Context: an optimization exercise on an open-source flow, tuned for small area, a short achievable clock period and few clock cycles per item. The choices shown serve that exercise and are no tape-out recipe. Function was checked by simulation only, so behaviour that the tests miss may differ from the original.

<file path="config.mk">
export PLATFORM = sky130hd
export DESIGN_NAME = cpds_comp
export DESIGN_NICKNAME = cpds_comp
export VERILOG_FILES = /design/flow/design.v
export SDC_FILE = /design/flow/constraint.sdc
export NUM_CORES = 4
export LEC_CHECK = 0
export CAP_MARGIN = 20
export CORE_MARGIN = 2
export CORE_UTILIZATION = 30
export PLACE_DENSITY = 0.5
export SETUP_SLACK_MARGIN = 0.5
export SLEW_MARGIN = 20
</file>
<file path="constraint.sdc">
create_clock -name core_clock -period 22.0 [get_ports {clk}]
set_input_delay 4.4000 -clock core_clock [delete_from_list [all_inputs] [get_ports {clk}]]
set_output_delay 4.4000 -clock core_clock [all_outputs]
set_load 0.01 [all_outputs]
</file>
<file path="design.v">
module cpds_comp (
    input  wire         clk,
    input  wire         rst,         
    input  wire         start,
    input  wire [207:0] cal_a,       
    input  wire [55:0]  cal_b,       
    input  wire [63:0]  raw,         
    input  wire [31:0]  p_offset,    
    output wire         ready,
    output reg          done,
    output reg  [31:0]  t_fine,
    output reg  [31:0]  t_out,
    output reg  [31:0]  t_int,
    output reg  [7:0]   t_frac,
    output reg  [31:0]  p_q24_8,
    output reg  [23:0]  p_pa,
    output reg  [31:0]  p_int,
    output reg  [6:0]   p_frac,
    output reg          p_undef,
    output reg  [16:0]  h_q22_10,
    output reg  [13:0]  h_hund,
    output reg  [6:0]   h_int,
    output reg  [6:0]   h_frac
);
    wire [15:0] dig_t1 = {cal_a[15:8],    cal_a[7:0]};
    wire [15:0] dig_t2 = {cal_a[31:24],   cal_a[23:16]};
    wire [15:0] dig_t3 = {cal_a[47:40],   cal_a[39:32]};
    wire [15:0] dig_p1 = {cal_a[63:56],   cal_a[55:48]};
    wire [15:0] dig_p2 = {cal_a[79:72],   cal_a[71:64]};
    wire [15:0] dig_p3 = {cal_a[95:88],   cal_a[87:80]};
    wire [15:0] dig_p4 = {cal_a[111:104], cal_a[103:96]};
    wire [15:0] dig_p5 = {cal_a[127:120], cal_a[119:112]};
    wire [15:0] dig_p6 = {cal_a[143:136], cal_a[135:128]};
    wire [15:0] dig_p7 = {cal_a[159:152], cal_a[151:144]};
    wire [15:0] dig_p8 = {cal_a[175:168], cal_a[167:160]};
    wire [15:0] dig_p9 = {cal_a[191:184], cal_a[183:176]};
    wire [7:0]  dig_h1 = cal_a[207:200];
    wire [15:0] dig_h2 = {cal_b[15:8], cal_b[7:0]};
    wire [7:0]  dig_h3 = cal_b[23:16];
    wire [11:0] dig_h4 = {cal_b[31:24], cal_b[35:32]};
    wire [11:0] dig_h5 = {cal_b[47:40], cal_b[39:36]};
    wire [7:0]  dig_h6 = cal_b[55:48];
    wire signed [63:0] T1 = {48'd0, dig_t1};
    wire signed [63:0] T2 = {{48{dig_t2[15]}}, dig_t2};
    wire signed [63:0] T3 = {{48{dig_t3[15]}}, dig_t3};
    wire signed [63:0] P1 = {48'd0, dig_p1};
    wire signed [63:0] P2 = {{48{dig_p2[15]}}, dig_p2};
    wire signed [63:0] P3 = {{48{dig_p3[15]}}, dig_p3};
    wire signed [63:0] P4 = {{48{dig_p4[15]}}, dig_p4};
    wire signed [63:0] P5 = {{48{dig_p5[15]}}, dig_p5};
    wire signed [63:0] P6 = {{48{dig_p6[15]}}, dig_p6};
    wire signed [63:0] P7 = {{48{dig_p7[15]}}, dig_p7};
    wire signed [63:0] P8 = {{48{dig_p8[15]}}, dig_p8};
    wire signed [63:0] P9 = {{48{dig_p9[15]}}, dig_p9};
    wire signed [63:0] H1 = {56'd0, dig_h1};
    wire signed [63:0] H2 = {{48{dig_h2[15]}}, dig_h2};
    wire signed [63:0] H3 = {56'd0, dig_h3};
    wire signed [63:0] H4 = {{52{dig_h4[11]}}, dig_h4};
    wire signed [63:0] H5 = {{52{dig_h5[11]}}, dig_h5};
    wire signed [63:0] H6 = {{56{dig_h6[7]}}, dig_h6};
    wire [19:0] adc_p = {raw[7:0],   raw[15:8],  raw[23:20]};
    wire [19:0] adc_t = {raw[31:24], raw[39:32], raw[47:44]};
    wire [15:0] adc_h = {raw[55:48], raw[63:56]};
    localparam [5:0]
        S_IDLE = 6'd0,
        S_T0   = 6'd1,  S_T1  = 6'd2,  S_T2  = 6'd3,  S_T3  = 6'd4,  S_T4  = 6'd5,
        S_P0   = 6'd6,  S_P1  = 6'd7,  S_P2  = 6'd8,  S_P3  = 6'd9,  S_P4  = 6'd10,
        S_P5   = 6'd11, S_P6  = 6'd12, S_PDIV = 6'd13, S_P7 = 6'd14, S_P8  = 6'd15,
        S_P9   = 6'd16, S_P10 = 6'd17, S_P11 = 6'd18, S_P12 = 6'd19,
        S_H0   = 6'd20, S_H1  = 6'd21, S_H2  = 6'd22, S_H3  = 6'd23, S_H4  = 6'd24,
        S_H5   = 6'd25, S_H6  = 6'd26, S_H7  = 6'd27, S_H8  = 6'd28, S_H9  = 6'd29,
        S_H10  = 6'd30, S_DONE = 6'd31;
    reg [5:0] state;
    reg signed [63:0] ra, rb, rc;      
    reg signed [63:0] var1, var2;      
    reg signed [63:0] p;               
    reg signed [31:0] tf;              
    reg signed [31:0] tc;              
    reg [63:0] div_q;                  
    reg [64:0] div_r;                  
    reg [63:0] div_d;                  
    reg        div_neg;                
    reg [6:0]  div_cnt;
    function signed [63:0] sx32(input [31:0] v);
        sx32 = {{32{v[31]}}, v};
    endfunction
    wire signed [63:0] tf64 = sx32(tf);
    wire signed [63:0] pv1  = tf64 - 64'sd128000;           
    wire signed [31:0] hx   = tf - 32'sd76800;              
    wire signed [31:0] t_a  = {12'd0, adc_t[19:3]} - {15'd0, dig_t1, 1'b0};
    wire signed [31:0] t_d  = {12'd0, adc_t[19:4]} - {16'd0, dig_t1};
    wire signed [63:0] p_sh = p >>> 13;
    wire signed [63:0] p_init = 64'sd1048576 - $signed({44'd0, adc_p});
    wire signed [31:0] h_adc  = $signed({2'b00, adc_h, 14'd0});
    wire signed [31:0] h_h4   = H4[31:0] << 20;
    reg  signed [63:0] ma, mb;
    wire signed [63:0] prod   = ma * mb;
    wire signed [31:0] prod32 = prod[31:0];
    always @(*) begin
        ma = 64'sd0;
        mb = 64'sd0;
        case (state)
            S_T0:  begin ma = sx32(t_a);       mb = T2;            end
            S_T1:  begin ma = sx32(t_d);       mb = sx32(t_d);     end
            S_T2:  begin ma = rb;              mb = T3;            end
            S_T3:  begin ma = tf64;            mb = 64'sd5;        end
            S_P0:  begin ma = pv1;             mb = pv1;           end
            S_P1:  begin ma = ra;              mb = P6;            end
            S_P2:  begin ma = pv1;             mb = P5;            end
            S_P3:  begin ma = ra;              mb = P3;            end
            S_P4:  begin ma = pv1;             mb = P2;            end
            S_P5:  begin ma = (64'sd1 <<< 47) + var1; mb = P1;     end
            S_P6:  begin ma = (p_init <<< 31) - var2; mb = 64'sd3125; end
            S_P8:  begin ma = P9;              mb = p_sh;          end
            S_P9:  begin ma = ra;              mb = p_sh;          end
            S_P10: begin ma = P8;              mb = p;             end
            S_H0:  begin ma = H5;              mb = sx32(hx);      end
            S_H1:  begin ma = sx32(hx);        mb = H6;            end
            S_H2:  begin ma = sx32(hx);        mb = H3;            end
            S_H3:  begin ma = rb;              mb = rc;            end
            S_H4:  begin ma = rb;              mb = H2;            end
            S_H5:  begin ma = ra;              mb = rb;            end
            S_H6:  begin ma = rc >>> 15;       mb = rc >>> 15;     end
            S_H7:  begin ma = rb;              mb = H1;            end
            S_H9:  begin ma = rc;              mb = 64'sd100;      end
            default: ;
        endcase
    end
    wire [64:0] div_shift = {div_r[63:0], div_q[63]};
    wire [64:0] div_trial = div_shift - {1'b0, div_d};
    wire signed [31:0] h_x     = rc[31:0];
    wire signed [31:0] h_clamp = (h_x < 0) ? 32'sd0 :
                                 (h_x > 32'sd419430400) ? 32'sd419430400 : h_x;
    wire [31:0] p_q   = p[31:0];
    wire [23:0] p_pav = p_q[31:8];
    assign ready = (state == S_IDLE) || (state == S_DONE);
    always @(posedge clk) begin
        if (rst) begin
            state <= S_IDLE;
            done  <= 1'b0;
        end else begin
            done <= 1'b0;
            case (state)
                S_IDLE, S_DONE: begin
                    if (start)
                        state <= S_T0;
                    else
                        state <= S_IDLE;
                end
                S_T0: begin
                    ra    <= sx32(prod32 >>> 11);                  
                    state <= S_T1;
                end
                S_T1: begin
                    rb    <= sx32(prod32 >>> 12);                  
                    state <= S_T2;
                end
                S_T2: begin
                    tf    <= $signed(ra[31:0]) + (prod32 >>> 14);           
                    state <= S_T3;
                end
                S_T3: begin
                    tc    <= (prod32 + 32'sd128) >>> 8;
                    state <= S_T4;
                end
                S_T4: begin
                    t_fine <= tf;
                    t_out  <= tc;
                    t_int  <= tc / 32'sd100;
                    t_frac <= tc % 32'sd100;
                    state  <= S_P0;
                end
                S_P0: begin
                    ra    <= prod;                                 
                    state <= S_P1;
                end
                S_P1: begin
                    var2  <= prod;                                 
                    state <= S_P2;
                end
                S_P2: begin
                    var2  <= var2 + (prod <<< 17);                 
                    state <= S_P3;
                end
                S_P3: begin
                    var2  <= var2 + (P4 <<< 35);
                    rb    <= prod >>> 8;                           
                    state <= S_P4;
                end
                S_P4: begin
                    var1  <= rb + (prod <<< 12);                   
                    state <= S_P5;
                end
                S_P5: begin
                    var1  <= prod >>> 33;                          
                    state <= S_P6;
                end
                S_P6: begin
                    if (var1 == 64'sd0) begin
                        p_q24_8 <= 32'd0;
                        p_pa    <= 24'd0;
                        p_int   <= 32'd0;
                        p_frac  <= 7'd0;
                        p_undef <= 1'b1;
                        state   <= S_H0;
                    end else begin
                        div_q   <= prod[63] ? -prod : prod;
                        div_r   <= 65'd0;
                        div_d   <= var1[63] ? -var1 : var1;
                        div_neg <= prod[63] ^ var1[63];
                        div_cnt <= 7'd64;
                        state   <= S_PDIV;
                    end
                end
                S_PDIV: begin
                    if (div_trial[64]) begin
                        div_r <= div_shift;
                        div_q <= {div_q[62:0], 1'b0};
                    end else begin
                        div_r <= div_trial;
                        div_q <= {div_q[62:0], 1'b1};
                    end
                    div_cnt <= div_cnt - 7'd1;
                    if (div_cnt == 7'd1)
                        state <= S_P7;
                end
                S_P7: begin
                    p     <= div_neg ? -div_q : div_q;
                    state <= S_P8;
                end
                S_P8: begin
                    ra    <= prod;                                 
                    state <= S_P9;
                end
                S_P9: begin
                    var1  <= prod >>> 25;                          
                    state <= S_P10;
                end
                S_P10: begin
                    var2  <= prod >>> 19;                          
                    state <= S_P11;
                end
                S_P11: begin
                    p     <= ((p + var1 + var2) >>> 8) + (P7 <<< 4);
                    state <= S_P12;
                end
                S_P12: begin
                    p_q24_8 <= p_q;
                    p_pa    <= p_pav;
                    p_int   <= (p_pav / 24'd100) - p_offset;
                    p_frac  <= p_pav % 24'd100;
                    p_undef <= 1'b0;
                    state   <= S_H0;
                end
                S_H0: begin
                    ra    <= sx32((h_adc - h_h4 - prod32 + 32'sd16384) >>> 15);
                    state <= S_H1;
                end
                S_H1: begin
                    rb    <= sx32(prod32 >>> 10);                  
                    state <= S_H2;
                end
                S_H2: begin
                    rc    <= sx32((prod32 >>> 11) + 32'sd32768);   
                    state <= S_H3;
                end
                S_H3: begin
                    rb    <= sx32((prod32 >>> 10) + 32'sd2097152);
                    state <= S_H4;
                end
                S_H4: begin
                    rb    <= sx32((prod32 + 32'sd8192) >>> 14);    
                    state <= S_H5;
                end
                S_H5: begin
                    rc    <= sx32(prod32);                         
                    state <= S_H6;
                end
                S_H6: begin
                    rb    <= sx32(prod32 >>> 7);                   
                    state <= S_H7;
                end
                S_H7: begin
                    rc    <= sx32($signed(rc[31:0]) - (prod32 >>> 4));      
                    state <= S_H8;
                end
                S_H8: begin
                    rc    <= sx32(h_clamp >>> 12);                 
                    state <= S_H9;
                end
                S_H9: begin
                    h_q22_10 <= rc[16:0];
                    rb       <= prod >>> 10;                       
                    state    <= S_H10;
                end
                S_H10: begin
                    h_hund <= rb[13:0];
                    h_int  <= rb[13:0] / 14'd100;
                    h_frac <= rb[13:0] % 14'd100;
                    done   <= 1'b1;
                    state  <= S_DONE;
                end
                default: state <= S_IDLE;
            endcase
        end
    end
endmodule
</file>
<file path="run.sh">
#!/bin/bash
# synth_recipe.tcl (not shown) runs the flow's synth.tcl, then flattens the netlist and writes it again
# the make line also repeats each setting of config.mk as NAME=value (left out here)
make -C /OpenROAD-flow-scripts/flow DESIGN_CONFIG=/design/flow/config.mk WORK_HOME=/design/flow/orfs CLKGATE_MAP_FILE= SYNTH_SCRIPT=/design/flow/synth_recipe.tcl finish
</file>
==> metrics.json <==
{
  "result_of_the_run": "no timing/DRC/antenna violations",
  "holdPathStages": 2,
  "maxCapViolations": 0,
  "synthesis.area_um2": 132000,
  "core_footprint_um2": 438000,
  "r2r.worst_path.cells": 72,
  "tns_ns": 0,
  "num_io_pins": 610,
  "clkSinkCount": 814,
  "element_type_at_the_critical_path_end": "flop",
  "critical-path-slowest-cell": "sky130_fd_sc_hd__a221oi_4",
  "timing.final.hold_violations": 0,
  "cp_common_cell": "sky130_fd_sc_hd__a21oi_1",
  "grt_usage_pct": 27.2,
  "worst_clock_skew_ns": 0.110,
  "synth-seq-cells": 814,
  "worst-endpoint-arrival_ns": 21.37,
  "fp.dieArea_um2": 444000,
  "final_design_area_no_fill_um2": 151000,
  "grt-ovfl-total": 0,
  "drt_pass1_iterations": 13,
  "synthFlopType": "sky130_fd_sc_hd__edfxtp_1",
  "via_per_inst": 5.52,
  "max_freq_mhz": 47.9,
  "totalWireLength_mm": 617,
  "vias": 115000,
  "largest_cells_by_area_after_synthesis": "sky130_fd_sc_hd__fa_1 29%, sky130_fd_sc_hd__edfxtp_1 18%, sky130_fd_sc_hd__ha_1 8.4%",
  "dp.cells": 20600,
  "worst_hold_path_type": "reg -> reg",
  "cp-start-kind": "input port",
  "final_layout_size_suffix_gt1_share_pct": 6.91,
  "place_congestion": 1.00,
  "setup_ws_ns": 1.14,
  "placedInstanceArea_um2": 147000,
  "syn-mean-instance-area_um2": 9.05,
  "netlist_instances": 14600,
  "port_buffers": 590,
  "synth-warning-count": 1,
  "cts.htree.levels": 3,
  "worst_setup_hold_path_clk_slew_ns": 0.06,
  "fraction_of_synthesis_flops_using_an_asynchronous_set_or_reset_pin_pct": 0,
  "ys_seq_area_share_pct": 18.5,
  "worst_path_class_setup": "in -> reg",
  "antenna_found_initial": 81,
  "pre_cts_slack_ns": 0.195,
  "finalSetupViolations": 0,
  "period_share_pct": 94.8,
  "wire_length_of_the_first_global_routing_pass_mm": 864,
  "initial_core_util_pct": 30.1,
  "timing_worst_slew_pin_value_ns": 1.22,
  "layout_common_cells": "2127 x sky130_fd_sc_hd__nand2_1, 2104 x sky130_fd_sc_hd__inv_1, 1915 x sky130_fd_sc_hd__fa_1, 944 x sky130_fd_sc_hd__nor2_1, 887 x sky130_fd_sc_hd__ha_1",
  "worst_ep_required_time_ns": 22.51,
  "drtIter0Drc": 13600,
  "floorplan.die.width_um": 667,
  "cts_root_buf": "sky130_fd_sc_hd__clkbuf_16",
  "clock_latency_ns": 0.84,
  "area.growth.synth_to_final_pct": 14.3,
  "tritoncts": "done",
  "instances_no_fill": 20900,
  "detailed_place_hpwl_mm": 494,
  "synth_nets": 17700,
  "grt_pass1_vias": 112000,
  "cts_max_path_buffers": 3,
  "yosys.cell_types.count": 141,
  "holdBufCountCts": 0,
  "synth_enable_flop_cells": 808,
  "design.final.nets": 18200,
  "mostFrequentLayoutCell": "sky130_fd_sc_hd__nand2_1",
  "critPathMaxFanout": 18,
  "synth_area_leader": "sky130_fd_sc_hd__fa_1",
  "rsz0062_at_grt": "no",
  "synth_top_area_share_pct": 29.1,
  "wl_per_cell_um": 29.5,
  "finalWorstPathRequiredPeriod_ns": 20.86,
  "drt_drc_violations_left": 0,
  "finalMaxSlewViolations": 0,
  "crit_path_max_incr_delay_ns": 0.60,
  "antenna_violating_nets_post_route": 0,
  "tritoncts.num_buffers": 107,
  "die_height_um": 667,
  "maximum_number_of_pins_on_one_net_before_global_route_repair": 74,
  "placementRows": 243,
  "timing.max_slew.rel_slack_pct": 18.9
}
## cells in the mapped netlist (46+ instances only)
master	instances
sky130_fd_sc_hd__a21o_1	182
sky130_fd_sc_hd__a21oi_1	665
sky130_fd_sc_hd__a221oi_1	82
sky130_fd_sc_hd__a222oi_1	99
sky130_fd_sc_hd__a22oi_1	149
sky130_fd_sc_hd__a31oi_1	103
sky130_fd_sc_hd__and2_1	95
sky130_fd_sc_hd__and3_1	83
sky130_fd_sc_hd__buf_1	58
sky130_fd_sc_hd__buf_4	46
sky130_fd_sc_hd__clkbuf_1	670
sky130_fd_sc_hd__edfxtp_1	808
sky130_fd_sc_hd__fa_1	1915
sky130_fd_sc_hd__ha_1	887
sky130_fd_sc_hd__inv_1	2104
sky130_fd_sc_hd__nand2_1	2137
sky130_fd_sc_hd__nand2b_1	100
sky130_fd_sc_hd__nand3_1	148
sky130_fd_sc_hd__nor2_1	974
sky130_fd_sc_hd__nor2b_1	82
sky130_fd_sc_hd__nor3_1	207
sky130_fd_sc_hd__nor4_1	55
sky130_fd_sc_hd__o211ai_1	49
sky130_fd_sc_hd__o21a_1	81
sky130_fd_sc_hd__o21ai_0	473
sky130_fd_sc_hd__o21bai_1	194
sky130_fd_sc_hd__o221ai_1	122
sky130_fd_sc_hd__o22ai_1	50
sky130_fd_sc_hd__o31ai_1	66
sky130_fd_sc_hd__or3_1	105
sky130_fd_sc_hd__xnor2_1	751
sky130_fd_sc_hd__xor2_1	258
## state kept, by name, indices dropped and copies added, names as in the netlist, 56 cells and up
signal	flops
p	64
var2	64
div_q	64
ra	64
div_d	64
div_r	64
var1	64
rb	56
## path summary, 6_finish.rpt
kind / start / slack, ns / endpoint
min: div_r[25]$_SDFFCE_PN0P_ / 0.60 / div_r[26]$_SDFFCE_PN0P_
max reg2reg: p[29]$_DFFE_PP_ / 3.58 / p_int[28]$_SDFFCE_PP0P_
max: raw[32] / 1.14 / div_q[45]$_DFFE_PP_
min reg2reg: div_r[25]$_SDFFCE_PN0P_ / 0.60 / div_r[26]$_SDFFCE_PN0P_
## cells by family (layout without fill, tap and decap cells)
group	count (synthesis)	count (layout)	synth area share, %
AO/OA/AOI/OAI	2738	2738	14.2
adder cells (fa/ha/maj)	2823	2823	37.7
flip-flops	814	814	18.5
multiplexers	48	48	0.424
XOR/XNOR	1018	1018	6.82
buffers and inverters	2931	3474	8.55
AND/OR/NAND/NOR	4184	4184	13.8
other	0	54	0
## worst max-delay path: cells and delay by family
| kind | cells | cell delay [ns] |
|---|---|---|
| compound gates | 41 | 8.38 |
| fa+ha+maj | 13 | 4.79 |
| buf+inv | 11 | 1.47 |
| simple gates | 7 | 1.18 |
| xor+xnor | 3 | 1.13 |
## per-layer routing
| layer | vias up | part of all wire (%) | GRT usage [%] |
|---|---|---|---|
| met5 | - | 0.065 | 0 |
| met4 | 44 | 6.5 | 14.8 |
| met3 | 1391 | 11 | 7.51 |
| met2 | 6221 | 44 | 42.3 |
| met1 | 58600 | 39 | 34.3 |
| li1 | 49100 | - | - |
## through the flow
stage / hold WS, ns / utilization (%)
3_5_place_dp: 0.552 / 33.5
3_3_place_gp: 0.563 / 33.5
2_1_floorplan: 0.420 / -
6_report: 0.600 / 34.4
4_1_cts: 0.590 / 34.4
5_1_grt: 0.600 / 34.4
## repair_timing
action                     CTS  global route
setup endpoints to repair    0           126
resized for setup            0            20
buffers inserted             0             4
## layout make-up
cell class,count,area (µm²)
inverters,2129,8000
multi-input cells,10800,97100
diodes,54,135
clock buffers,129,2790
clock inverters,72,820
well taps,5757,7200
flip-flops and latches,814,24400
fillers,45500,287000
repair buffers,1144,10200
Testbench counts, summed over its fixed seeds: cycles 36,096, items 384.

[separate check: timing with driven ports]
Ports are ideal in the flow. The routed layout listed here was re-timed in OpenROAD.
Step 1 sets driving cells, clkbuf_16 on the clock port and buf_2 on the other inputs (assumed; they add their load-dependent delay and slew).
Step 2 times the ports against the registers' clock, not the clock port: input delays grow and output delays shrink by t, the midpoint of the rising clock arrivals with the driver on.
Slacks: ideal / step 1 / step 2; pairs: ideal / step 1.
shift t [ns]: 0.870
slack for setup (ns): 1.138 / 1.202 / 0.332
worst setup path at the end: input to register
latest minus earliest clock arrival (ns): 0.114 / 0.114
After both steps this run still meets setup and hold. For this run, drivers alone change the setup slack by +0.064 ns; drivers and shift together by -0.806 ns.
